This design comes from an exercise in tuning for small area and a short achievable clock period on the open sky130 flow, not from production work. Only simulation tests tie the RTL to the original design; equivalence was not proved. The clock cells of this run come from the design's own scripts or RTL, not from TritonCTS. The clock input has no modelled driver; a real chip could not lean on it and would need a root buffer or a full tree. Power and IR drop assume default switching activity.

`flow/design.v`:
```
module gems_quantizer (
    input  wire        clk,
    input  wire        rst,
    input  wire        in_valid,
    input  wire [13:0] fm_raw,
    input  wire [9:0]  psg_div,
    input  wire [6:0]  note_in,
    output reg         out_valid,
    output reg  [6:0]  fm_note,
    output reg  [6:0]  psg_note,
    output reg  [13:0] fm_freq
);
    reg        s1_valid;
    reg [13:0] s1_raw;
    reg [9:0]  s1_div;
    reg [6:0]  s1_note;
    always @(posedge clk) begin
        if (rst)
            s1_valid <= 1'b0;
        else
            s1_valid <= in_valid;
        s1_raw  <= fm_raw;
        s1_div  <= psg_div;
        s1_note <= note_in;
    end
    wire [6:0] fm_note_c;
    wire fm_new_n22, fm_new_n23, fm_new_n24, fm_new_n25, fm_new_n26, fm_new_n27, fm_new_n28, fm_new_n29;
    wire fm_new_n30, fm_new_n31, fm_new_n32, fm_new_n33, fm_new_n34, fm_new_n35, fm_new_n36, fm_new_n37;
    wire fm_new_n38, fm_new_n39, fm_new_n40, fm_new_n41, fm_new_n42, fm_new_n43, fm_new_n44, fm_new_n45;
    wire fm_new_n46, fm_new_n47, fm_new_n48, fm_new_n49, fm_new_n50, fm_new_n51, fm_new_n52, fm_new_n53;
    wire fm_new_n54, fm_new_n55, fm_new_n56, fm_new_n57, fm_new_n58, fm_new_n59, fm_new_n60, fm_new_n61;
    wire fm_new_n62, fm_new_n63, fm_new_n64, fm_new_n65, fm_new_n66, fm_new_n67, fm_new_n68, fm_new_n69;
    wire fm_new_n70, fm_new_n71, fm_new_n72, fm_new_n73, fm_new_n74, fm_new_n75, fm_new_n76, fm_new_n77;
    wire fm_new_n78, fm_new_n79, fm_new_n80, fm_new_n81, fm_new_n82, fm_new_n83, fm_new_n84, fm_new_n85;
    wire fm_new_n86, fm_new_n87, fm_new_n88, fm_new_n89, fm_new_n90, fm_new_n91, fm_new_n92, fm_new_n93;
    wire fm_new_n94, fm_new_n95, fm_new_n96, fm_new_n97, fm_new_n98, fm_new_n99, fm_new_n100, fm_new_n101;
    wire fm_new_n102, fm_new_n103, fm_new_n104, fm_new_n105, fm_new_n106, fm_new_n107, fm_new_n108, fm_new_n109;
    wire fm_new_n110, fm_new_n111, fm_new_n112, fm_new_n113, fm_new_n114, fm_new_n115, fm_new_n116, fm_new_n117;
    wire fm_new_n118, fm_new_n119, fm_new_n120, fm_new_n121, fm_new_n122, fm_new_n123, fm_new_n124, fm_new_n125;
    wire fm_new_n126, fm_new_n127, fm_new_n128, fm_new_n129, fm_new_n130, fm_new_n131, fm_new_n132, fm_new_n133;
    wire fm_new_n134, fm_new_n135, fm_new_n136, fm_new_n137, fm_new_n138, fm_new_n139, fm_new_n140, fm_new_n141;
    wire fm_new_n142, fm_new_n143, fm_new_n144, fm_new_n145, fm_new_n146, fm_new_n147, fm_new_n148, fm_new_n149;
    wire fm_new_n150, fm_new_n151, fm_new_n152, fm_new_n153, fm_new_n154, fm_new_n155, fm_new_n156, fm_new_n157;
    wire fm_new_n158, fm_new_n159, fm_new_n160, fm_new_n161, fm_new_n162, fm_new_n163, fm_new_n164, fm_new_n165;
    wire fm_new_n166, fm_new_n167, fm_new_n168, fm_new_n169, fm_new_n170, fm_new_n171, fm_new_n172, fm_new_n173;
    wire fm_new_n174, fm_new_n175, fm_new_n176, fm_new_n177, fm_new_n178, fm_new_n179, fm_new_n180, fm_new_n181;
    wire fm_new_n182, fm_new_n183, fm_new_n184, fm_new_n185, fm_new_n186, fm_new_n187, fm_new_n188, fm_new_n189;
    wire fm_new_n190, fm_new_n191, fm_new_n193, fm_new_n194, fm_new_n195, fm_new_n196, fm_new_n197, fm_new_n198;
    wire fm_new_n199, fm_new_n200, fm_new_n202, fm_new_n203, fm_new_n204, fm_new_n205, fm_new_n206, fm_new_n207;
    wire fm_new_n208, fm_new_n209, fm_new_n210, fm_new_n211, fm_new_n213, fm_new_n214, fm_new_n215, fm_new_n216;
    wire fm_new_n217, fm_new_n218, fm_new_n219, fm_new_n220, fm_new_n221, fm_new_n223, fm_new_n224, fm_new_n225;
    wire fm_new_n226, fm_new_n227, fm_new_n228, fm_new_n229, fm_new_n230, fm_new_n232, fm_new_n233, fm_new_n234;
    assign fm_new_n22 = ~s1_raw[9] & ~s1_raw[10];
    assign fm_new_n23 = ~s1_raw[7] & fm_new_n22;
    assign fm_new_n24 = s1_raw[4] & fm_new_n23;
    assign fm_new_n25 = ~s1_raw[8] & ~fm_new_n24;
    assign fm_new_n26 = ~s1_raw[8] & fm_new_n23;
    assign fm_new_n27 = s1_raw[6] & fm_new_n26;
    assign fm_new_n28 = ~s1_raw[10] & ~fm_new_n27;
    assign fm_new_n29 = s1_raw[5] & fm_new_n26;
    assign fm_new_n30 = ~s1_raw[9] & ~fm_new_n29;
    assign fm_new_n31 = s1_raw[2] & fm_new_n26;
    assign fm_new_n32 = s1_raw[6] & ~fm_new_n26;
    assign fm_new_n33 = ~fm_new_n31 & ~fm_new_n32;
    assign fm_new_n34 = fm_new_n30 & ~fm_new_n33;
    assign fm_new_n35 = fm_new_n28 & ~fm_new_n34;
    assign fm_new_n36 = ~fm_new_n25 & ~fm_new_n35;
    assign fm_new_n37 = ~fm_new_n25 & fm_new_n30;
    assign fm_new_n38 = fm_new_n28 & ~fm_new_n37;
    assign fm_new_n39 = fm_new_n28 & fm_new_n30;
    assign fm_new_n40 = s1_raw[5] & ~fm_new_n26;
    assign fm_new_n41 = s1_raw[1] & fm_new_n26;
    assign fm_new_n42 = ~fm_new_n40 & ~fm_new_n41;
    assign fm_new_n43 = fm_new_n39 & ~fm_new_n42;
    assign fm_new_n44 = s1_raw[3] & fm_new_n26;
    assign fm_new_n45 = ~s1_raw[7] & ~fm_new_n44;
    assign fm_new_n46 = ~fm_new_n39 & ~fm_new_n45;
    assign fm_new_n47 = ~fm_new_n43 & ~fm_new_n46;
    assign fm_new_n48 = fm_new_n38 & ~fm_new_n47;
    assign fm_new_n49 = ~fm_new_n36 & ~fm_new_n48;
    assign fm_new_n50 = fm_new_n25 & fm_new_n35;
    assign fm_new_n51 = ~fm_new_n25 & fm_new_n45;
    assign fm_new_n52 = fm_new_n28 & ~fm_new_n51;
    assign fm_new_n53 = fm_new_n30 & ~fm_new_n52;
    assign fm_new_n54 = ~fm_new_n50 & ~fm_new_n53;
    assign fm_new_n55 = ~fm_new_n49 & fm_new_n54;
    assign fm_new_n56 = ~fm_new_n38 & fm_new_n47;
    assign fm_new_n57 = s1_raw[4] & ~fm_new_n26;
    assign fm_new_n58 = s1_raw[0] & fm_new_n26;
    assign fm_new_n59 = ~fm_new_n57 & ~fm_new_n58;
    assign fm_new_n60 = fm_new_n39 & ~fm_new_n59;
    assign fm_new_n61 = ~fm_new_n33 & ~fm_new_n39;
    assign fm_new_n62 = ~fm_new_n60 & ~fm_new_n61;
    assign fm_new_n63 = fm_new_n38 & fm_new_n62;
    assign fm_new_n64 = ~fm_new_n56 & ~fm_new_n63;
    assign fm_new_n65 = ~fm_new_n26 & fm_new_n39;
    assign fm_new_n66 = s1_raw[3] & fm_new_n65;
    assign fm_new_n67 = ~fm_new_n39 & ~fm_new_n42;
    assign fm_new_n68 = ~fm_new_n66 & ~fm_new_n67;
    assign fm_new_n69 = fm_new_n38 & ~fm_new_n68;
    assign fm_new_n70 = ~fm_new_n38 & ~fm_new_n62;
    assign fm_new_n71 = ~fm_new_n69 & ~fm_new_n70;
    assign fm_new_n72 = fm_new_n64 & ~fm_new_n71;
    assign fm_new_n73 = s1_raw[2] & fm_new_n65;
    assign fm_new_n74 = ~fm_new_n39 & ~fm_new_n59;
    assign fm_new_n75 = ~fm_new_n73 & ~fm_new_n74;
    assign fm_new_n76 = ~fm_new_n38 & ~fm_new_n75;
    assign fm_new_n77 = ~s1_raw[2] & ~fm_new_n22;
    assign fm_new_n78 = ~s1_raw[0] & fm_new_n22;
    assign fm_new_n79 = ~fm_new_n77 & ~fm_new_n78;
    assign fm_new_n80 = ~fm_new_n26 & fm_new_n79;
    assign fm_new_n81 = fm_new_n38 & fm_new_n80;
    assign fm_new_n82 = ~fm_new_n76 & ~fm_new_n81;
    assign fm_new_n83 = ~s1_raw[3] & ~fm_new_n22;
    assign fm_new_n84 = ~s1_raw[1] & fm_new_n22;
    assign fm_new_n85 = ~fm_new_n83 & ~fm_new_n84;
    assign fm_new_n86 = ~fm_new_n26 & fm_new_n85;
    assign fm_new_n87 = fm_new_n82 & ~fm_new_n86;
    assign fm_new_n88 = s1_raw[1] & ~fm_new_n22;
    assign fm_new_n89 = ~s1_raw[0] & ~fm_new_n38;
    assign fm_new_n90 = fm_new_n88 & ~fm_new_n89;
    assign fm_new_n91 = ~fm_new_n38 & fm_new_n80;
    assign fm_new_n92 = ~fm_new_n90 & ~fm_new_n91;
    assign fm_new_n93 = fm_new_n38 & ~fm_new_n75;
    assign fm_new_n94 = ~fm_new_n38 & ~fm_new_n68;
    assign fm_new_n95 = ~fm_new_n93 & ~fm_new_n94;
    assign fm_new_n96 = fm_new_n92 & fm_new_n95;
    assign fm_new_n97 = fm_new_n87 & fm_new_n96;
    assign fm_new_n98 = fm_new_n72 & ~fm_new_n97;
    assign fm_new_n99 = fm_new_n55 & fm_new_n98;
    assign fm_new_n100 = fm_new_n54 & ~fm_new_n64;
    assign fm_new_n101 = fm_new_n49 & fm_new_n100;
    assign fm_new_n102 = fm_new_n87 & fm_new_n92;
    assign fm_new_n103 = fm_new_n72 & ~fm_new_n95;
    assign fm_new_n104 = ~fm_new_n102 & fm_new_n103;
    assign fm_new_n105 = fm_new_n49 & ~fm_new_n104;
    assign fm_new_n106 = s1_raw[2] & s1_raw[10];
    assign fm_new_n107 = s1_raw[0] & s1_raw[9];
    assign fm_new_n108 = ~s1_raw[10] & fm_new_n107;
    assign fm_new_n109 = ~fm_new_n106 & ~fm_new_n108;
    assign fm_new_n110 = s1_raw[1] & ~fm_new_n109;
    assign fm_new_n111 = s1_raw[0] & fm_new_n106;
    assign fm_new_n112 = ~fm_new_n110 & ~fm_new_n111;
    assign fm_new_n113 = s1_raw[3] & ~fm_new_n112;
    assign fm_new_n114 = ~fm_new_n82 & fm_new_n113;
    assign fm_new_n115 = fm_new_n71 & fm_new_n95;
    assign fm_new_n116 = ~fm_new_n114 & fm_new_n115;
    assign fm_new_n117 = ~fm_new_n82 & fm_new_n85;
    assign fm_new_n118 = fm_new_n95 & ~fm_new_n117;
    assign fm_new_n119 = ~fm_new_n71 & ~fm_new_n118;
    assign fm_new_n120 = ~fm_new_n64 & ~fm_new_n96;
    assign fm_new_n121 = fm_new_n119 & fm_new_n120;
    assign fm_new_n122 = ~fm_new_n116 & ~fm_new_n121;
    assign fm_new_n123 = fm_new_n105 & fm_new_n122;
    assign fm_new_n124 = ~fm_new_n87 & ~fm_new_n95;
    assign fm_new_n125 = fm_new_n38 & fm_new_n85;
    assign fm_new_n126 = ~fm_new_n76 & ~fm_new_n125;
    assign fm_new_n127 = ~fm_new_n110 & fm_new_n126;
    assign fm_new_n128 = fm_new_n124 & ~fm_new_n127;
    assign fm_new_n129 = ~fm_new_n64 & ~fm_new_n71;
    assign fm_new_n130 = fm_new_n114 & fm_new_n129;
    assign fm_new_n131 = fm_new_n128 & fm_new_n130;
    assign fm_new_n132 = fm_new_n71 & ~fm_new_n128;
    assign fm_new_n133 = ~fm_new_n49 & ~fm_new_n132;
    assign fm_new_n134 = ~fm_new_n131 & fm_new_n133;
    assign fm_new_n135 = ~fm_new_n54 & ~fm_new_n134;
    assign fm_new_n136 = s1_raw[0] & ~fm_new_n84;
    assign fm_new_n137 = ~fm_new_n88 & ~fm_new_n136;
    assign fm_new_n138 = ~fm_new_n106 & fm_new_n137;
    assign fm_new_n139 = fm_new_n126 & fm_new_n138;
    assign fm_new_n140 = fm_new_n124 & ~fm_new_n139;
    assign fm_new_n141 = fm_new_n68 & ~fm_new_n110;
    assign fm_new_n142 = fm_new_n87 & fm_new_n141;
    assign fm_new_n143 = ~fm_new_n140 & ~fm_new_n142;
    assign fm_new_n144 = fm_new_n49 & ~fm_new_n143;
    assign fm_new_n145 = ~fm_new_n100 & ~fm_new_n137;
    assign fm_new_n146 = fm_new_n92 & ~fm_new_n145;
    assign fm_new_n147 = ~fm_new_n71 & ~fm_new_n126;
    assign fm_new_n148 = ~fm_new_n146 & fm_new_n147;
    assign fm_new_n149 = ~fm_new_n54 & fm_new_n64;
    assign fm_new_n150 = ~fm_new_n100 & ~fm_new_n149;
    assign fm_new_n151 = ~fm_new_n119 & ~fm_new_n150;
    assign fm_new_n152 = ~fm_new_n148 & fm_new_n151;
    assign fm_new_n153 = ~fm_new_n144 & ~fm_new_n152;
    assign fm_new_n154 = ~fm_new_n135 & fm_new_n153;
    assign fm_new_n155 = ~fm_new_n123 & ~fm_new_n154;
    assign fm_new_n156 = ~fm_new_n101 & ~fm_new_n155;
    assign fm_new_n157 = fm_new_n71 & fm_new_n101;
    assign fm_new_n158 = ~fm_new_n140 & fm_new_n157;
    assign fm_new_n159 = ~fm_new_n156 & ~fm_new_n158;
    assign fm_new_n160 = ~fm_new_n99 & ~fm_new_n159;
    assign fm_new_n161 = s1_raw[13] & ~fm_new_n26;
    assign fm_new_n162 = ~fm_new_n54 & fm_new_n105;
    assign fm_new_n163 = s1_raw[11] & s1_raw[12];
    assign fm_new_n164 = ~fm_new_n28 & fm_new_n163;
    assign fm_new_n165 = ~fm_new_n162 & fm_new_n164;
    assign fm_new_n166 = fm_new_n161 & fm_new_n165;
    assign fm_new_n167 = ~s1_raw[3] & fm_new_n25;
    assign fm_new_n168 = fm_new_n39 & fm_new_n167;
    assign fm_new_n169 = s1_raw[13] & ~fm_new_n168;
    assign fm_new_n170 = s1_raw[1] & s1_raw[13];
    assign fm_new_n171 = fm_new_n163 & fm_new_n170;
    assign fm_new_n172 = fm_new_n31 & fm_new_n171;
    assign fm_new_n173 = ~fm_new_n169 & fm_new_n172;
    assign fm_new_n174 = ~fm_new_n166 & ~fm_new_n173;
    assign fm_new_n175 = ~fm_new_n160 & ~fm_new_n174;
    assign fm_new_n176 = ~fm_new_n161 & ~fm_new_n165;
    assign fm_new_n177 = fm_new_n26 & ~fm_new_n169;
    assign fm_new_n178 = s1_raw[11] & ~fm_new_n38;
    assign fm_new_n179 = ~fm_new_n162 & fm_new_n178;
    assign fm_new_n180 = ~s1_raw[12] & fm_new_n39;
    assign fm_new_n181 = ~s1_raw[11] & fm_new_n38;
    assign fm_new_n182 = fm_new_n162 & fm_new_n181;
    assign fm_new_n183 = ~fm_new_n179 & ~fm_new_n182;
    assign fm_new_n184 = s1_raw[12] & ~fm_new_n39;
    assign fm_new_n185 = ~fm_new_n180 & ~fm_new_n184;
    assign fm_new_n186 = ~fm_new_n183 & fm_new_n185;
    assign fm_new_n187 = ~fm_new_n180 & ~fm_new_n186;
    assign fm_new_n188 = ~fm_new_n179 & ~fm_new_n187;
    assign fm_new_n189 = ~fm_new_n177 & ~fm_new_n188;
    assign fm_new_n190 = fm_new_n176 & ~fm_new_n189;
    assign fm_new_n191 = fm_new_n160 & ~fm_new_n190;
    assign fm_note_c[0] = fm_new_n175 | fm_new_n191;
    assign fm_new_n193 = fm_new_n119 & ~fm_new_n156;
    assign fm_new_n194 = fm_new_n149 & ~fm_new_n193;
    assign fm_new_n195 = fm_new_n150 & fm_new_n193;
    assign fm_new_n196 = ~fm_new_n55 & ~fm_new_n158;
    assign fm_new_n197 = ~fm_new_n98 & ~fm_new_n196;
    assign fm_new_n198 = ~fm_new_n195 & ~fm_new_n197;
    assign fm_new_n199 = ~fm_new_n194 & fm_new_n198;
    assign fm_new_n200 = ~fm_new_n190 & ~fm_new_n199;
    assign fm_note_c[1] = ~fm_new_n174 | fm_new_n200;
    assign fm_new_n202 = ~s1_raw[0] & fm_new_n190;
    assign fm_new_n203 = ~fm_new_n178 & ~fm_new_n181;
    assign fm_new_n204 = fm_new_n54 & ~fm_new_n158;
    assign fm_new_n205 = ~fm_new_n99 & fm_new_n204;
    assign fm_new_n206 = ~fm_new_n162 & ~fm_new_n205;
    assign fm_new_n207 = fm_new_n203 & ~fm_new_n206;
    assign fm_new_n208 = ~fm_new_n203 & fm_new_n206;
    assign fm_new_n209 = ~fm_new_n207 & ~fm_new_n208;
    assign fm_new_n210 = ~fm_new_n190 & fm_new_n209;
    assign fm_new_n211 = fm_new_n174 & ~fm_new_n210;
    assign fm_note_c[2] = ~fm_new_n202 & ~fm_new_n211;
    assign fm_new_n213 = fm_new_n183 & ~fm_new_n185;
    assign fm_new_n214 = ~fm_new_n186 & ~fm_new_n213;
    assign fm_new_n215 = fm_new_n203 & ~fm_new_n204;
    assign fm_new_n216 = fm_new_n99 & ~fm_new_n203;
    assign fm_new_n217 = ~fm_new_n215 & ~fm_new_n216;
    assign fm_new_n218 = ~fm_new_n214 & ~fm_new_n217;
    assign fm_new_n219 = ~fm_new_n166 & fm_new_n214;
    assign fm_new_n220 = fm_new_n217 & fm_new_n219;
    assign fm_new_n221 = ~fm_new_n218 & ~fm_new_n220;
    assign fm_note_c[3] = ~fm_new_n190 & fm_new_n221;
    assign fm_new_n223 = ~fm_new_n176 & fm_new_n189;
    assign fm_new_n224 = ~fm_new_n190 & ~fm_new_n223;
    assign fm_new_n225 = fm_new_n181 & ~fm_new_n185;
    assign fm_new_n226 = ~fm_new_n181 & fm_new_n185;
    assign fm_new_n227 = ~fm_new_n225 & ~fm_new_n226;
    assign fm_new_n228 = fm_new_n217 & ~fm_new_n227;
    assign fm_new_n229 = ~fm_new_n224 & fm_new_n228;
    assign fm_new_n230 = ~fm_new_n223 & ~fm_new_n228;
    assign fm_note_c[4] = ~fm_new_n229 & ~fm_new_n230;
    assign fm_new_n232 = fm_new_n219 & ~fm_new_n223;
    assign fm_new_n233 = ~fm_new_n219 & ~fm_new_n224;
    assign fm_new_n234 = ~fm_new_n228 & ~fm_new_n233;
    assign fm_note_c[5] = ~fm_new_n232 & fm_new_n234;
    assign fm_note_c[6] = fm_new_n223 & ~fm_new_n234;
    wire [5:0] ps_k;
    wire ps_new_n17, ps_new_n18, ps_new_n19, ps_new_n20, ps_new_n21, ps_new_n22, ps_new_n23, ps_new_n24;
    wire ps_new_n25, ps_new_n26, ps_new_n27, ps_new_n28, ps_new_n29, ps_new_n30, ps_new_n31, ps_new_n32;
    wire ps_new_n33, ps_new_n34, ps_new_n35, ps_new_n36, ps_new_n37, ps_new_n38, ps_new_n39, ps_new_n40;
    wire ps_new_n41, ps_new_n42, ps_new_n43, ps_new_n44, ps_new_n45, ps_new_n46, ps_new_n47, ps_new_n48;
    wire ps_new_n49, ps_new_n50, ps_new_n51, ps_new_n52, ps_new_n53, ps_new_n54, ps_new_n55, ps_new_n56;
    wire ps_new_n57, ps_new_n58, ps_new_n59, ps_new_n60, ps_new_n61, ps_new_n62, ps_new_n63, ps_new_n64;
    wire ps_new_n65, ps_new_n66, ps_new_n67, ps_new_n68, ps_new_n69, ps_new_n70, ps_new_n71, ps_new_n72;
    wire ps_new_n73, ps_new_n74, ps_new_n75, ps_new_n76, ps_new_n77, ps_new_n78, ps_new_n79, ps_new_n80;
    wire ps_new_n81, ps_new_n82, ps_new_n83, ps_new_n84, ps_new_n85, ps_new_n86, ps_new_n87, ps_new_n88;
    wire ps_new_n89, ps_new_n90, ps_new_n91, ps_new_n92, ps_new_n93, ps_new_n94, ps_new_n95, ps_new_n96;
    wire ps_new_n97, ps_new_n98, ps_new_n99, ps_new_n100, ps_new_n101, ps_new_n102, ps_new_n103, ps_new_n104;
    wire ps_new_n105, ps_new_n106, ps_new_n107, ps_new_n108, ps_new_n109, ps_new_n110, ps_new_n111, ps_new_n112;
    wire ps_new_n113, ps_new_n114, ps_new_n115, ps_new_n116, ps_new_n117, ps_new_n118, ps_new_n119, ps_new_n120;
    wire ps_new_n121, ps_new_n122, ps_new_n123, ps_new_n124, ps_new_n125, ps_new_n126, ps_new_n127, ps_new_n128;
    wire ps_new_n129, ps_new_n130, ps_new_n131, ps_new_n132, ps_new_n133, ps_new_n134, ps_new_n135, ps_new_n136;
    wire ps_new_n137, ps_new_n138, ps_new_n139, ps_new_n140, ps_new_n141, ps_new_n142, ps_new_n143, ps_new_n144;
    wire ps_new_n145, ps_new_n146, ps_new_n147, ps_new_n148, ps_new_n149, ps_new_n150, ps_new_n151, ps_new_n152;
    wire ps_new_n153, ps_new_n154, ps_new_n155, ps_new_n156, ps_new_n157, ps_new_n158, ps_new_n159, ps_new_n160;
    wire ps_new_n161, ps_new_n162, ps_new_n163, ps_new_n164, ps_new_n165, ps_new_n166, ps_new_n167, ps_new_n168;
    wire ps_new_n169, ps_new_n170, ps_new_n172, ps_new_n173, ps_new_n174, ps_new_n175, ps_new_n176, ps_new_n177;
    wire ps_new_n178, ps_new_n179, ps_new_n180, ps_new_n181, ps_new_n182, ps_new_n183, ps_new_n184, ps_new_n185;
    wire ps_new_n186, ps_new_n187, ps_new_n188, ps_new_n189, ps_new_n190, ps_new_n191, ps_new_n192, ps_new_n193;
    wire ps_new_n194, ps_new_n196, ps_new_n197, ps_new_n198, ps_new_n201, ps_new_n202, ps_new_n203, ps_new_n204;
    wire ps_new_n205, ps_new_n207, ps_new_n208, ps_new_n209, ps_new_n210, ps_new_n211;
    assign ps_new_n17 = s1_div[6] & s1_div[7];
    assign ps_new_n18 = s1_div[0] & s1_div[1];
    assign ps_new_n19 = s1_div[2] & ps_new_n18;
    assign ps_new_n20 = ~s1_div[3] & ~ps_new_n19;
    assign ps_new_n21 = s1_div[4] & ~ps_new_n20;
    assign ps_new_n22 = s1_div[2] & s1_div[3];
    assign ps_new_n23 = ~s1_div[4] & ~ps_new_n22;
    assign ps_new_n24 = ~s1_div[1] & ~s1_div[4];
    assign ps_new_n25 = s1_div[6] & ~ps_new_n24;
    assign ps_new_n26 = ~ps_new_n23 & ps_new_n25;
    assign ps_new_n27 = ~ps_new_n21 & ~ps_new_n26;
    assign ps_new_n28 = s1_div[5] & ~ps_new_n27;
    assign ps_new_n29 = ~s1_div[0] & ~s1_div[1];
    assign ps_new_n30 = ~s1_div[2] & ps_new_n29;
    assign ps_new_n31 = s1_div[3] & ~ps_new_n30;
    assign ps_new_n32 = s1_div[7] & ps_new_n31;
    assign ps_new_n33 = ps_new_n28 & ps_new_n32;
    assign ps_new_n34 = ~ps_new_n17 & ~ps_new_n33;
    assign ps_new_n35 = ~s1_div[9] & ps_new_n34;
    assign ps_new_n36 = ~s1_div[4] & ~ps_new_n19;
    assign ps_new_n37 = ~ps_new_n30 & ps_new_n36;
    assign ps_new_n38 = s1_div[5] & ~ps_new_n23;
    assign ps_new_n39 = s1_div[7] & ps_new_n38;
    assign ps_new_n40 = ~ps_new_n37 & ps_new_n39;
    assign ps_new_n41 = ps_new_n35 & ~ps_new_n40;
    assign ps_new_n42 = ~s1_div[7] & ~ps_new_n38;
    assign ps_new_n43 = ps_new_n41 & ~ps_new_n42;
    assign ps_new_n44 = ~ps_new_n17 & ~ps_new_n43;
    assign ps_new_n45 = ~s1_div[2] & ~s1_div[3];
    assign ps_new_n46 = ~ps_new_n18 & ps_new_n45;
    assign ps_new_n47 = s1_div[4] & ~ps_new_n46;
    assign ps_new_n48 = ~ps_new_n44 & ps_new_n47;
    assign ps_new_n49 = ~s1_div[5] & ~s1_div[9];
    assign ps_new_n50 = ~s1_div[6] & ~s1_div[7];
    assign ps_new_n51 = ~ps_new_n17 & ~ps_new_n50;
    assign ps_new_n52 = s1_div[1] & s1_div[2];
    assign ps_new_n53 = ~s1_div[3] & ~s1_div[4];
    assign ps_new_n54 = ~ps_new_n17 & ps_new_n53;
    assign ps_new_n55 = ~ps_new_n52 & ps_new_n54;
    assign ps_new_n56 = ~ps_new_n51 & ~ps_new_n55;
    assign ps_new_n57 = ~s1_div[2] & ps_new_n24;
    assign ps_new_n58 = s1_div[6] & ~ps_new_n53;
    assign ps_new_n59 = ~ps_new_n57 & ps_new_n58;
    assign ps_new_n60 = ~ps_new_n56 & ~ps_new_n59;
    assign ps_new_n61 = ps_new_n49 & ~ps_new_n60;
    assign ps_new_n62 = ~ps_new_n49 & ~ps_new_n56;
    assign ps_new_n63 = s1_div[3] & s1_div[4];
    assign ps_new_n64 = ~ps_new_n62 & ~ps_new_n63;
    assign ps_new_n65 = ~ps_new_n61 & ps_new_n64;
    assign ps_new_n66 = s1_div[2] & ~ps_new_n29;
    assign ps_new_n67 = ps_new_n53 & ~ps_new_n66;
    assign ps_new_n68 = s1_div[5] & ~ps_new_n67;
    assign ps_new_n69 = s1_div[7] & ~ps_new_n68;
    assign ps_new_n70 = s1_div[5] & ~s1_div[7];
    assign ps_new_n71 = ps_new_n19 & ps_new_n70;
    assign ps_new_n72 = ~s1_div[6] & s1_div[9];
    assign ps_new_n73 = ~ps_new_n71 & ps_new_n72;
    assign ps_new_n74 = ~ps_new_n69 & ps_new_n73;
    assign ps_new_n75 = ~ps_new_n65 & ~ps_new_n74;
    assign ps_new_n76 = ~ps_new_n48 & ps_new_n75;
    assign ps_new_n77 = s1_div[8] & ~ps_new_n76;
    assign ps_new_n78 = ~s1_div[7] & ~ps_new_n23;
    assign ps_new_n79 = ~s1_div[5] & ~ps_new_n78;
    assign ps_new_n80 = s1_div[6] & ~s1_div[8];
    assign ps_new_n81 = ~ps_new_n79 & ps_new_n80;
    assign ps_new_n82 = ~ps_new_n69 & ps_new_n81;
    assign ps_new_n83 = ~s1_div[8] & ~s1_div[9];
    assign ps_new_n84 = s1_div[4] & s1_div[6];
    assign ps_new_n85 = ps_new_n83 & ~ps_new_n84;
    assign ps_new_n86 = s1_div[4] & ~ps_new_n45;
    assign ps_new_n87 = ~s1_div[6] & ~ps_new_n86;
    assign ps_new_n88 = ~s1_div[8] & ps_new_n87;
    assign ps_new_n89 = ps_new_n79 & ps_new_n88;
    assign ps_new_n90 = ~ps_new_n85 & ~ps_new_n89;
    assign ps_new_n91 = ~ps_new_n82 & ps_new_n90;
    assign ps_new_n92 = ~s1_div[2] & ~ps_new_n18;
    assign ps_new_n93 = ps_new_n53 & ps_new_n92;
    assign ps_new_n94 = ~s1_div[5] & ~ps_new_n47;
    assign ps_new_n95 = ~ps_new_n93 & ps_new_n94;
    assign ps_new_n96 = ~ps_new_n37 & ps_new_n87;
    assign ps_new_n97 = s1_div[3] & ~ps_new_n92;
    assign ps_new_n98 = ~s1_div[6] & ~ps_new_n97;
    assign ps_new_n99 = ~s1_div[4] & ps_new_n66;
    assign ps_new_n100 = ps_new_n98 & ~ps_new_n99;
    assign ps_new_n101 = ~s1_div[3] & ~ps_new_n66;
    assign ps_new_n102 = s1_div[4] & ~ps_new_n101;
    assign ps_new_n103 = ~ps_new_n53 & ~ps_new_n102;
    assign ps_new_n104 = ~ps_new_n100 & ~ps_new_n103;
    assign ps_new_n105 = ~ps_new_n96 & ~ps_new_n104;
    assign ps_new_n106 = s1_div[6] & ps_new_n24;
    assign ps_new_n107 = ~ps_new_n70 & ~ps_new_n106;
    assign ps_new_n108 = ~ps_new_n105 & ~ps_new_n107;
    assign ps_new_n109 = ps_new_n63 & ps_new_n66;
    assign ps_new_n110 = ~ps_new_n69 & ~ps_new_n109;
    assign ps_new_n111 = ~ps_new_n108 & ps_new_n110;
    assign ps_new_n112 = ~ps_new_n95 & ~ps_new_n111;
    assign ps_new_n113 = ps_new_n59 & ps_new_n95;
    assign ps_new_n114 = ps_new_n35 & ~ps_new_n113;
    assign ps_new_n115 = ~ps_new_n112 & ps_new_n114;
    assign ps_new_n116 = ~ps_new_n91 & ~ps_new_n115;
    assign ps_new_n117 = ~ps_new_n77 & ~ps_new_n116;
    assign ps_new_n118 = ~s1_div[5] & ~ps_new_n109;
    assign ps_new_n119 = ps_new_n17 & ~ps_new_n118;
    assign ps_new_n120 = ps_new_n29 & ps_new_n45;
    assign ps_new_n121 = s1_div[4] & ~ps_new_n120;
    assign ps_new_n122 = ~s1_div[5] & ps_new_n50;
    assign ps_new_n123 = ~ps_new_n121 & ps_new_n122;
    assign ps_new_n124 = s1_div[6] & ~s1_div[7];
    assign ps_new_n125 = ~s1_div[9] & ~ps_new_n124;
    assign ps_new_n126 = s1_div[8] & ~ps_new_n125;
    assign ps_new_n127 = ~ps_new_n123 & ps_new_n126;
    assign ps_new_n128 = ~ps_new_n119 & ps_new_n127;
    assign ps_new_n129 = s1_div[6] & ~ps_new_n22;
    assign ps_new_n130 = ~s1_div[6] & ps_new_n52;
    assign ps_new_n131 = s1_div[4] & ~ps_new_n130;
    assign ps_new_n132 = s1_div[3] & ~ps_new_n131;
    assign ps_new_n133 = ~ps_new_n129 & ~ps_new_n132;
    assign ps_new_n134 = ps_new_n41 & ~ps_new_n133;
    assign ps_new_n135 = ps_new_n41 & ps_new_n121;
    assign ps_new_n136 = ~s1_div[7] & ~ps_new_n36;
    assign ps_new_n137 = ~ps_new_n21 & ~ps_new_n136;
    assign ps_new_n138 = ~ps_new_n135 & ~ps_new_n137;
    assign ps_new_n139 = ~ps_new_n134 & ~ps_new_n138;
    assign ps_new_n140 = ps_new_n24 & ps_new_n45;
    assign ps_new_n141 = s1_div[5] & ~ps_new_n140;
    assign ps_new_n142 = ~ps_new_n91 & ps_new_n141;
    assign ps_new_n143 = ~ps_new_n139 & ps_new_n142;
    assign ps_new_n144 = s1_div[8] & ~ps_new_n28;
    assign ps_new_n145 = ps_new_n19 & ps_new_n63;
    assign ps_new_n146 = s1_div[6] & ps_new_n45;
    assign ps_new_n147 = s1_div[7] & ~ps_new_n146;
    assign ps_new_n148 = ~ps_new_n26 & ps_new_n49;
    assign ps_new_n149 = ~ps_new_n147 & ps_new_n148;
    assign ps_new_n150 = ~ps_new_n145 & ps_new_n149;
    assign ps_new_n151 = ~s1_div[2] & s1_div[7];
    assign ps_new_n152 = ps_new_n63 & ~ps_new_n151;
    assign ps_new_n153 = ps_new_n49 & ~ps_new_n152;
    assign ps_new_n154 = s1_div[6] & ~s1_div[9];
    assign ps_new_n155 = s1_div[7] & ~ps_new_n154;
    assign ps_new_n156 = ~ps_new_n153 & ps_new_n155;
    assign ps_new_n157 = ~ps_new_n150 & ~ps_new_n156;
    assign ps_new_n158 = ~ps_new_n144 & ps_new_n157;
    assign ps_new_n159 = ~ps_new_n143 & ps_new_n158;
    assign ps_new_n160 = ~ps_new_n128 & ~ps_new_n159;
    assign ps_new_n161 = ps_new_n43 & ~ps_new_n106;
    assign ps_new_n162 = ps_new_n101 & ps_new_n149;
    assign ps_new_n163 = ~s1_div[8] & ~ps_new_n162;
    assign ps_new_n164 = ~ps_new_n34 & ~ps_new_n98;
    assign ps_new_n165 = ps_new_n163 & ~ps_new_n164;
    assign ps_new_n166 = ~s1_div[5] & ~s1_div[6];
    assign ps_new_n167 = ~ps_new_n102 & ps_new_n166;
    assign ps_new_n168 = ps_new_n34 & ~ps_new_n167;
    assign ps_new_n169 = ~s1_div[9] & ~ps_new_n168;
    assign ps_new_n170 = ~ps_new_n165 & ~ps_new_n169;
    assign ps_k[3] = ~ps_new_n161 & ~ps_new_n170;
    assign ps_new_n172 = ps_new_n80 & ~ps_new_n153;
    assign ps_new_n173 = ~ps_new_n21 & ~ps_new_n93;
    assign ps_new_n174 = ~s1_div[9] & ~ps_new_n173;
    assign ps_new_n175 = ~s1_div[5] & ~s1_div[7];
    assign ps_new_n176 = ~ps_new_n174 & ~ps_new_n175;
    assign ps_new_n177 = ~s1_div[8] & ~ps_new_n176;
    assign ps_new_n178 = ~s1_div[8] & s1_div[9];
    assign ps_new_n179 = s1_div[7] & ~ps_new_n178;
    assign ps_new_n180 = s1_div[9] & ~ps_new_n121;
    assign ps_new_n181 = s1_div[5] & ~ps_new_n180;
    assign ps_new_n182 = ~s1_div[9] & ps_new_n52;
    assign ps_new_n183 = ps_new_n63 & ps_new_n182;
    assign ps_new_n184 = ~ps_new_n181 & ~ps_new_n183;
    assign ps_new_n185 = s1_div[6] & ~ps_new_n184;
    assign ps_new_n186 = ~ps_new_n179 & ~ps_new_n185;
    assign ps_new_n187 = ~ps_new_n177 & ps_new_n186;
    assign ps_new_n188 = ~ps_new_n172 & ~ps_new_n187;
    assign ps_new_n189 = ps_k[3] & ~ps_new_n188;
    assign ps_new_n190 = ~ps_k[3] & ps_new_n188;
    assign ps_new_n191 = ~ps_new_n189 & ~ps_new_n190;
    assign ps_new_n192 = ~ps_new_n35 & ~ps_new_n83;
    assign ps_new_n193 = ~ps_new_n40 & ps_new_n51;
    assign ps_new_n194 = ps_new_n163 & ps_new_n193;
    assign ps_k[4] = ~ps_new_n192 & ~ps_new_n194;
    assign ps_new_n196 = ~s1_div[4] & ps_new_n157;
    assign ps_new_n197 = ps_new_n98 & ps_new_n196;
    assign ps_new_n198 = ~ps_k[4] & ps_new_n197;
    assign ps_k[2] = ps_new_n191 | ps_new_n198;
    assign ps_k[5] = ~s1_div[8] & ps_new_n41;
    assign ps_new_n201 = ~ps_new_n31 & ps_new_n196;
    assign ps_new_n202 = ~ps_k[5] & ps_new_n201;
    assign ps_new_n203 = ~ps_k[2] & ~ps_new_n202;
    assign ps_new_n204 = ps_new_n160 & ~ps_new_n203;
    assign ps_new_n205 = ~ps_new_n160 & ~ps_k[2];
    assign ps_k[1] = ps_new_n204 | ps_new_n205;
    assign ps_new_n207 = ps_new_n116 & ps_new_n202;
    assign ps_new_n208 = ~ps_new_n76 & ps_new_n207;
    assign ps_new_n209 = ps_k[1] & ~ps_new_n208;
    assign ps_new_n210 = ~ps_new_n117 & ~ps_new_n209;
    assign ps_new_n211 = ps_new_n117 & ps_k[1];
    assign ps_k[0] = ps_new_n210 | ps_new_n211;
    wire [13:0] fm_freq_c;
    wire ff_new_n22, ff_new_n23, ff_new_n24, ff_new_n26, ff_new_n27, ff_new_n28, ff_new_n29, ff_new_n30;
    wire ff_new_n31, ff_new_n32, ff_new_n34, ff_new_n35, ff_new_n36, ff_new_n37, ff_new_n38, ff_new_n39;
    wire ff_new_n41, ff_new_n42, ff_new_n43, ff_new_n44, ff_new_n45, ff_new_n46, ff_new_n47, ff_new_n48;
    wire ff_new_n49, ff_new_n50, ff_new_n51, ff_new_n53, ff_new_n58, ff_new_n59, ff_new_n60, ff_new_n62;
    wire ff_new_n63, ff_new_n65, ff_new_n66, ff_new_n68;
    assign ff_new_n22 = s1_note[6] & ~s1_note[5];
    assign ff_new_n23 = ~s1_note[6] & s1_note[5];
    assign ff_new_n24 = s1_note[4] & ff_new_n23;
    assign fm_freq_c[13] = ff_new_n22 | ff_new_n24;
    assign ff_new_n26 = ~s1_note[4] & ff_new_n23;
    assign ff_new_n27 = s1_note[4] & ff_new_n22;
    assign ff_new_n28 = ~ff_new_n26 & ~ff_new_n27;
    assign ff_new_n29 = ~s1_note[4] & ff_new_n22;
    assign ff_new_n30 = s1_note[4] & ~fm_freq_c[13];
    assign ff_new_n31 = ~ff_new_n29 & ~ff_new_n30;
    assign ff_new_n32 = s1_note[3] & ~ff_new_n31;
    assign fm_freq_c[12] = ~ff_new_n28 | ff_new_n32;
    assign ff_new_n34 = s1_note[3] & ~ff_new_n28;
    assign ff_new_n35 = ~s1_note[3] & ~ff_new_n31;
    assign ff_new_n36 = ~ff_new_n34 & ~ff_new_n35;
    assign ff_new_n37 = ~s1_note[3] & ff_new_n28;
    assign ff_new_n38 = ff_new_n31 & ~ff_new_n37;
    assign ff_new_n39 = s1_note[2] & ff_new_n38;
    assign fm_freq_c[11] = ~ff_new_n36 | ff_new_n39;
    assign ff_new_n41 = ~ff_new_n34 & ff_new_n38;
    assign ff_new_n42 = ~s1_note[2] & ~ff_new_n41;
    assign ff_new_n43 = s1_note[2] & ff_new_n36;
    assign ff_new_n44 = ~ff_new_n42 & ~ff_new_n43;
    assign ff_new_n45 = ~ff_new_n39 & ~ff_new_n42;
    assign ff_new_n46 = ff_new_n36 & ~ff_new_n45;
    assign ff_new_n47 = s1_note[0] & ~ff_new_n46;
    assign ff_new_n48 = ~ff_new_n44 & ~ff_new_n46;
    assign ff_new_n49 = ~s1_note[0] & ~ff_new_n48;
    assign ff_new_n50 = s1_note[1] & ~ff_new_n49;
    assign ff_new_n51 = ~s1_note[1] & ff_new_n49;
    assign fm_freq_c[2] = ff_new_n50 | ff_new_n51;
    assign ff_new_n53 = ~s1_note[0] & ~fm_freq_c[2];
    assign fm_freq_c[0] = ff_new_n47 | ff_new_n53;
    assign fm_freq_c[10] = ff_new_n44 & fm_freq_c[0];
    assign fm_freq_c[8] = ~ff_new_n46 & ~fm_freq_c[10];
    assign fm_freq_c[7] = ff_new_n46 | fm_freq_c[2];
    assign ff_new_n58 = ~s1_note[1] & ff_new_n47;
    assign ff_new_n59 = s1_note[1] & ff_new_n46;
    assign ff_new_n60 = ~ff_new_n44 & ~ff_new_n59;
    assign fm_freq_c[4] = ff_new_n58 | ~ff_new_n60;
    assign ff_new_n62 = ~ff_new_n47 & fm_freq_c[4];
    assign ff_new_n63 = s1_note[0] & ff_new_n48;
    assign fm_freq_c[6] = ff_new_n62 | ff_new_n63;
    assign ff_new_n65 = ~s1_note[0] & ff_new_n46;
    assign ff_new_n66 = ff_new_n48 & ~ff_new_n53;
    assign fm_freq_c[5] = ~ff_new_n65 & ~ff_new_n66;
    assign ff_new_n68 = ff_new_n47 & ~fm_freq_c[4];
    assign fm_freq_c[3] = ~ff_new_n65 & ~ff_new_n68;
    assign fm_freq_c[1] = ff_new_n59 | fm_freq_c[3];
    assign fm_freq_c[9] = ~fm_freq_c[10];
    always @(posedge clk) begin
        if (rst)
            out_valid <= 1'b0;
        else
            out_valid <= s1_valid;
        fm_note  <= fm_note_c;
        psg_note <= {ps_k[5], ~ps_k[5], ps_k[4:0]};
        fm_freq  <= fm_freq_c;
    end
endmodule
```
`flow/flow/run.sh`:
```
#!/bin/bash
# Standard ORFS layout (the standard.sh) with these changes to how the
# layout is made:
#  - after the standard synthesis, its combinational logic is re-mapped to
#    standard cells by area-oriented ABC scripts (flow/remap.ys with each
#    flow/remap_*.abc: area mapping, then sizing to a delay target; the
#    smallest result is kept); the flip-flops stay as the standard
#    synthesis made them;
#  - the port buffers use a small plain buffer instead of the delay buffer
#    the resizer picks by default;
#  - the clock reaches the flip-flops through four clock buffers in
#    parallel, which flow/clockbuf.tcl inserts before CTS and
#    flow/post_cts.tcl connects straight to the clock port after it,
#    instead of a two-level tree.
# Each tool's output goes to a log file of its own in this folder.
set -euo pipefail
R=$PWD/orfs/results/$FLOW_PLATFORM/gems_quantizer/base
export BUFFER_PORTS_ARGS="-buffer_cell sky130_fd_sc_hd__buf_1"
export CTS_ARGS="-sink_clustering_enable -repair_clock_nets -dont_use_dummy_load -clk_nets clk"
export PRE_CTS_TCL=$PWD/flow/clockbuf.tcl
export POST_CTS_TCL=$PWD/flow/post_cts.tcl

bash standard.sh $R/1_2_yosys.v > log_std_synth.log 2>&1

mkdir -p remap
LIB=$FLOW_HOME/platforms/$FLOW_PLATFORM/lib/sky130_fd_sc_hd__tt_025C_1v80.lib
cp $LIB remap/full.lib
python3 flow/libsplit.py $LIB remap/map.lib remap/comb.lib > log_libsplit.log 2>&1
cp $R/1_2_yosys.v remap/1_2_yosys.std.v
YOSYS=${YOSYS_EXE:-$FLOW_HOME/../tools/install/yosys/bin/yosys}
# Re-map with each ABC script flow/remap_*.abc and keep the smallest result.
best=
best_area=
for s in flow/remap_*.abc; do
  n=$(basename $s .abc)
  cp $s remap/script.abc
  $YOSYS -s flow/remap.ys > log_${n}_yosys.log 2>&1
  cp remap/1_2_yosys.v remap/$n.v
  cp remap/stat.txt remap/$n.stat
  a=$(awk '/Chip area/ {print $NF}' remap/$n.stat)
  echo "$n $a" >> log_remap_choice.log
  if [[ -z "$best" ]] || awk -v a="$a" -v b="$best_area" 'BEGIN {exit !(a < b)}'; then
    best=$n
    best_area=$a
  fi
done
echo "chosen: $best $best_area" >> log_remap_choice.log
cp remap/$best.v remap/1_2_yosys.v
cp remap/1_2_yosys.v $R/1_2_yosys.v
touch $R/1_2_yosys.v

bash standard.sh > log_std_layout.log 2>&1
```
`flow/flow/clockbuf.tcl`:
```
# PRE_CTS hook: drive the clock sinks from four clock buffers, one per
# quadrant of the sinks (split at the median x, then each half at its median
# y), each placed at its group's centroid; the clock port feeds only these
# buffers. CTS then runs on the port net alone, finds no tree to build, and
# the CTS step's own timing repair and legalisation follow as usual.
set cell sky130_fd_sc_hd__clkbuf_8
set block [ord::get_db_block]
set master [[ord::get_db] findMaster $cell]
set clk [$block findNet clk]
set sinks {}
foreach it [$clk getITerms] {
  set loc [[$it getInst] getLocation]
  lappend sinks [list [lindex $loc 0] [lindex $loc 1] $it]
}
proc halves {l idx} {
  set l [lsort -integer -index $idx $l]
  set h [expr {[llength $l] / 2}]
  return [list [lrange $l 0 [expr {$h - 1}]] [lrange $l $h end]]
}
set groups {}
foreach half [halves $sinks 0] {
  foreach q [halves $half 1] {
    lappend groups $q
  }
}
set g 0
foreach grp $groups {
  set buf [odb::dbInst_create $block $master clkbuf_root_$g]
  set net [odb::dbNet_create $block clknet_root_$g]
  set xs 0
  set ys 0
  foreach s $grp {
    set xs [expr {$xs + [lindex $s 0]}]
    set ys [expr {$ys + [lindex $s 1]}]
    set it [lindex $s 2]
    $it disconnect
    $it connect $net
  }
  set m [llength $grp]
  [$buf findITerm A] connect $clk
  [$buf findITerm X] connect $net
  $net setSigType CLOCK
  $buf setLocation [expr {$xs / $m}] [expr {$ys / $m}]
  $buf setPlacementStatus PLACED
  puts "clockbuf: buffer $g drives $m clock sinks"
  incr g
}
```
`flow/flow/libsplit.py`:
```
#!/usr/bin/env python3
"""Split the platform liberty file for the re-mapping step.

usage: libsplit.py LIB OUT_MAP OUT_COMB
OUT_MAP : the library without the platform's don't-use cells (lpflow, probe),
          which ABC maps to.
OUT_COMB: only the combinational cells of OUT_MAP, which Yosys reads as logic
          so that the standard synthesis netlist can be flattened back to gates.
"""
import re, sys

src = open(sys.argv[1]).read()
pat = re.compile(r'\n\s*cell\s*\(\s*"?([A-Za-z0-9_]+)"?\s*\)\s*\{')
head = None
idx = 0
keep, comb = [], []
while True:
    m = pat.search(src, idx)
    if not m:
        tail = src[idx:]
        break
    if head is None:
        head = src[:m.start()]
    j = m.end()
    depth = 1
    while depth:
        c = src[j]
        if c == '{':
            depth += 1
        elif c == '}':
            depth -= 1
        j += 1
    name = m.group(1)
    body = src[m.start():j]
    idx = j
    if 'lpflow' in name or 'probe' in name:
        continue
    keep.append(body)
    if not re.search(r'\b(ff|latch|statetable)\s*\(', body):
        comb.append(body)
open(sys.argv[2], 'w').write(head + ''.join(keep) + tail)
open(sys.argv[3], 'w').write(head + ''.join(comb) + '\n}\n')
```
`flow/flow/post_cts.tcl`:
```
# POST_CTS hook: CTS was given only the clock port's net, which then drives
# the four buffers of flow/clockbuf.tcl, and may have put a small tree of
# its own above them. Connect those four buffers straight to the clock port
# and remove the tree's buffers, which then drive nothing.
set block [ord::get_db_block]
set clk [$block findNet clk]
set mine {}
foreach inst [$block getInsts] {
  if {[string match clkbuf_root_* [$inst getName]]} {
    lappend mine $inst
  }
}
foreach inst $mine {
  set a [$inst findITerm A]
  set old [$a getNet]
  if {$old ne "NULL" && [$old getName] ne "clk"} {
    $a disconnect
    $a connect $clk
  }
}
set removed 1
set nremoved 0
while {$removed} {
  set removed 0
  foreach inst [$block getInsts] {
    set m [$inst getMaster]
    if {![string match sky130_fd_sc_hd__clkbuf_* [$m getName]]} { continue }
    if {[lsearch -exact $mine $inst] >= 0} { continue }
    set out [$inst findITerm X]
    set net [$out getNet]
    set loads 0
    if {$net ne "NULL"} {
      foreach it [$net getITerms] {
        if {[$it isInputSignal]} { incr loads }
      }
      incr loads [llength [$net getBTerms]]
    }
    if {$loads == 0} {
      foreach it [$inst getITerms] { $it disconnect }
      odb::dbInst_destroy $inst
      if {$net ne "NULL" && [llength [$net getITerms]] == 0 && [llength [$net getBTerms]] == 0} {
        odb::dbNet_destroy $net
      }
      set removed 1
      incr nremoved
    }
  }
}
puts "post_cts: removed $nremoved clock tree buffers above the clock buffers"
```
`flow/flow/remap.ys`:
```
# Re-map the combinational logic of the standard synthesis netlist with an
# area-oriented ABC script. The flip-flops (cells of the liberty read with
# -lib) are kept as they are, with their names and cell types; the other
# cells are read as their logic function and flattened.
read_liberty -lib remap/full.lib
read_liberty -overwrite remap/comb.lib
read_verilog remap/1_2_yosys.std.v
hierarchy -top gems_quantizer
rename -hide gems_quantizer/c:* gems_quantizer/t:*__df* %d
flatten
opt
abc -liberty remap/map.lib -script remap/script.abc
splitnets
opt_clean -purge
hilomap -singleton -hicell sky130_fd_sc_hd__conb_1 HI -locell sky130_fd_sc_hd__conb_1 LO
insbuf -buf sky130_fd_sc_hd__buf_4 A X
tee -o remap/stat.txt stat -liberty remap/full.lib
write_verilog -noattr -noexpr -nohex -nodec remap/1_2_yosys.v
design -reset
read_liberty -lib remap/full.lib
read_verilog remap/1_2_yosys.v
hierarchy -top gems_quantizer
check -assert -mapped
```
`flow/flow/remap_a.abc`:
```
strash
dc2
dch -f
amap
topo
upsize -D 3800
dnsize -D 3800
topo
```
`flow/flow/remap_b.abc`:
```
strash
dch -f
amap
strash
dch -f
amap
strash
dch -f
amap
topo
upsize -D 3800
dnsize -D 3800
topo
```
`flow/flow/remap_c.abc`:
```
strash
dc2
dch -f
amap
strash
dch -f
map -a
strash
dch -f
amap
topo
upsize -D 3800
dnsize -D 3800
topo
```
`flow/flow/remap_d.abc`:
```
strash
dc2
dch -f
amap
strash
dch -f
map -a
strash
dch -f
amap
strash
dch -f
map -a
strash
dch -f
amap
topo
upsize -D 3800
dnsize -D 3800
topo
```
`flow/flow/remap_e.abc`:
```
strash
dc2
dch -f
amap
strash
dc2
dch -f
map -a
strash
dc2
dch -f
amap
topo
upsize -D 3800
dnsize -D 3800
topo
```
`flow/standard.sh`:
```
#!/bin/bash
# synth_recipe.tcl (not shown) runs the flow's synth.tcl, then flattens the netlist and writes it again
# the make line also repeats each setting of config.mk as NAME=value (left out here)
make -C /OpenROAD-flow-scripts/flow DESIGN_CONFIG=/design/flow/config.mk WORK_HOME=/design/flow/orfs CLKGATE_MAP_FILE= SYNTH_SCRIPT=/design/flow/synth_recipe.tcl "${@:-finish}"
```
`flow/config.mk`:
```
export PLATFORM = sky130hd
export DESIGN_NAME = gems_quantizer
export DESIGN_NICKNAME = gems_quantizer
export VERILOG_FILES = /design/flow/design.v
export SDC_FILE = /design/flow/constraint.sdc
export NUM_CORES = 4
export LEC_CHECK = 0
export ABC_AREA = 1
export CAP_MARGIN = 20
export CORE_MARGIN = 2
export CORE_UTILIZATION = 60
export SLEW_MARGIN = 20
```
`flow/constraint.sdc`:
```
create_clock -name core_clock -period 25.0 [get_ports {clk}]
set_input_delay 5.0000 -clock core_clock [delete_from_list [all_inputs] [get_ports {clk}]]
set_output_delay 5.0000 -clock core_clock [all_outputs]
set_load 0.01 [all_outputs]
```
==> results.tsv <==
metric	value	unit
antenna_cells	0	
netlist_instances	383	
status	complete, no violations	
post_drt_wl_per_cell	13.15	um
start_kind	flip-flop	
insertion_delay	0.15	ns
fin_crit	5.667	ns
finalHoldWorstSlack	0.4501	ns
via_per_inst	5.796	
critPathKind	flip-flop to output port	
vdd_drop_max	0.05322	mV
dieArea	0.005236	mm^2
grt_max_degree	17	
p_clk_frac	0.187	
maxSlewViolCount	0	
drive_above_1_share	0.008909	
syn_nets	417	
dr.pass1.iters	5	
p_int	0.0001404	W
start_util	0.6352	
p_per_area	63.48	mW/mm^2
critPathTopFamily	flip-flops	
arrival	0.67	ns
setup_tns	0	ns
sw_frac_of_total	0.2993	
grt_overflow	0	
endpoint_kind	output port	
mappedNetlistArea	0.002804	mm^2
fin_crit_sh	0.2267	
n_fill_cell	369	
crit-reg2reg-launch	s1_raw[10]	
path_cells	buf_1	
report.power.total	0.0002004	W
critPathMaxFanout	1	
fp.dieW	72.36	um
grt_pass1_wl	11.00	mm
drt-initial-drc-count	374	
p_comb_frac	0.252	
syn_avg_cell_area	7.321	um^2
p_seq_frac	0.561	
crit_slowest_cell	dfxtp_1	
syn_to_final_growth	12.58	%
grt_pass1_vias	2614	
antenna_found_initial	0	
final_nets	485	
hold_viol	0	
finalSetupViolCount	0	
via_count	2904	
startpoint	fm_freq[4]	
gp_congestion	0.9406	
yosysWarnings	1	
maxSlewHeadroom	0.4235	
drc_errors	0	
postRouteAntennaNets	0	
coreArea	0.004414	mm^2
crit_required	20.00	ns
cts.clk_slew.worst_paths	0.08	ns
dp_hpwl	5.103	mm
grt_usage	0.2649	
cap_violations	0	
power.leakage	1.144	nW
hold_class	flip-flop to flip-flop	
port_buffers	62	
hp-start	s1_valid	
clock_skew	0.007644	ns
register_area	0.001221	mm^2
path_buf_inv	1	
utilization	0.7151	
fmax	176.5	MHz
multiInputGateArea	0.001399	mm^2
crit_path_max_incr_delay	0.35	ns
fp.dieH	72.36	um
rsz0062_at_grt	no	
drt_wl_total	6.588	mm
switchingPower	0.00005997	W
fp-row-count	24	
ios	63	
worst_slew_pin_slew	0.8582	ns
==> worst paths after layout <==
| path | to | slack [ns] | cells after the start |
|---|---|---|---|
| hold reg to reg | out_valid | 0.45 | 1 |
| setup / recovery | fm_freq[4] | 19.33 | 1 |
| hold / removal | out_valid | 0.45 | 1 |
| setup reg to reg | fm_note[6] | 19.78 | 18 |
==> cell usage in the layout (no fill, tap or decap), types with 5 or more instances in the layout <==
cell and instances:
nand2_1 30, nor2_1 72, a31oi_1 9, dfxtp_1 61, nor2b_1 5, o22ai_1 13, buf_1 62, o32ai_1 5
nor3_1 19, o21a_1 8, clkinv_1 49, or2_0 6, a21oi_1 27, o21ai_0 47
==> final cells by class <==
| type | count | area share |
|---|---|---|
| Tap cell | 52 | 0.02061 |
| Multi-Input combinational cell | 273 | 0.4431 |
| Sequential cell | 61 | 0.3868 |
| Timing Repair Buffer | 62 | 0.07372 |
| Buffer | 4 | 0.01744 |
| Inverter | 49 | 0.05826 |
==> registers in the layout, summed over array words and instances (netlist names) <==
signal / count
out_valid: 1
s1_note: 7
s1_raw: 14
fm_note: 7
fm_freq: 14
psg_note: 7
s1_div: 10
s1_valid: 1
==> routing by layer <==
| layer | part of all wire | track usage | up-vias |
|---|---|---|---|
| met5 | 0 | 0 | - |
| met4 | 0.020 | 0.09224 | 0 |
| met3 | 0.092 | 0.07778 | 14 |
| met2 | 0.44 | 0.4179 | 159 |
| met1 | 0.45 | 0.3461 | 1250 |
| li1 | - | - | 1481 |
==> per-stage QoR <==
step,cell area [um^2],instances,worst slack [ns]
finish,3157,501,19.33
global route,3157,501,19.16
detailed placement,3102,497,19.55
global placement,3102,497,19.56
floorplan,2804,383,19.67
==> power groups by stage <==
stage	Clock, W	Sequential, W	Combinational [W]
final	0.0000375	0.000112	0.0000504
after global routing	0.0000415	0.000113	0.0000570
after detailed placement	0	0.000114	0.0000493
after global placement	0	0.000114	0.0000488
after floorplan	0	0.000118	0.0000313

==> static timing again, ports no longer ideal <==
Ports are ideal in the flow. The routed layout listed here was re-timed in OpenROAD.
Step 1, drivers: a clkbuf_16 drives clk and a buf_2 each remaining input, both assumed.
Step 2, shift: input delay + t, output delay - t, t = (earliest + latest rising clock arrival at the registers) / 2. This alone moves slack from input paths to output paths.
Three values: no drivers, after step 1, after step 2; two values: the first two.
shift t [ns]: 0.203
slack for setup (ns): 19.333 / 19.277 / 19.480
hold slack, ns: 0.450 / 0.450 / 0.450
worst setup path after step 2: register to output
worst data-port slew with drivers (ns): 0.04
After both steps setup and hold are still met in this run. The setup slack of this run moves by -0.056 ns with the drivers and by +0.147 ns with both steps.
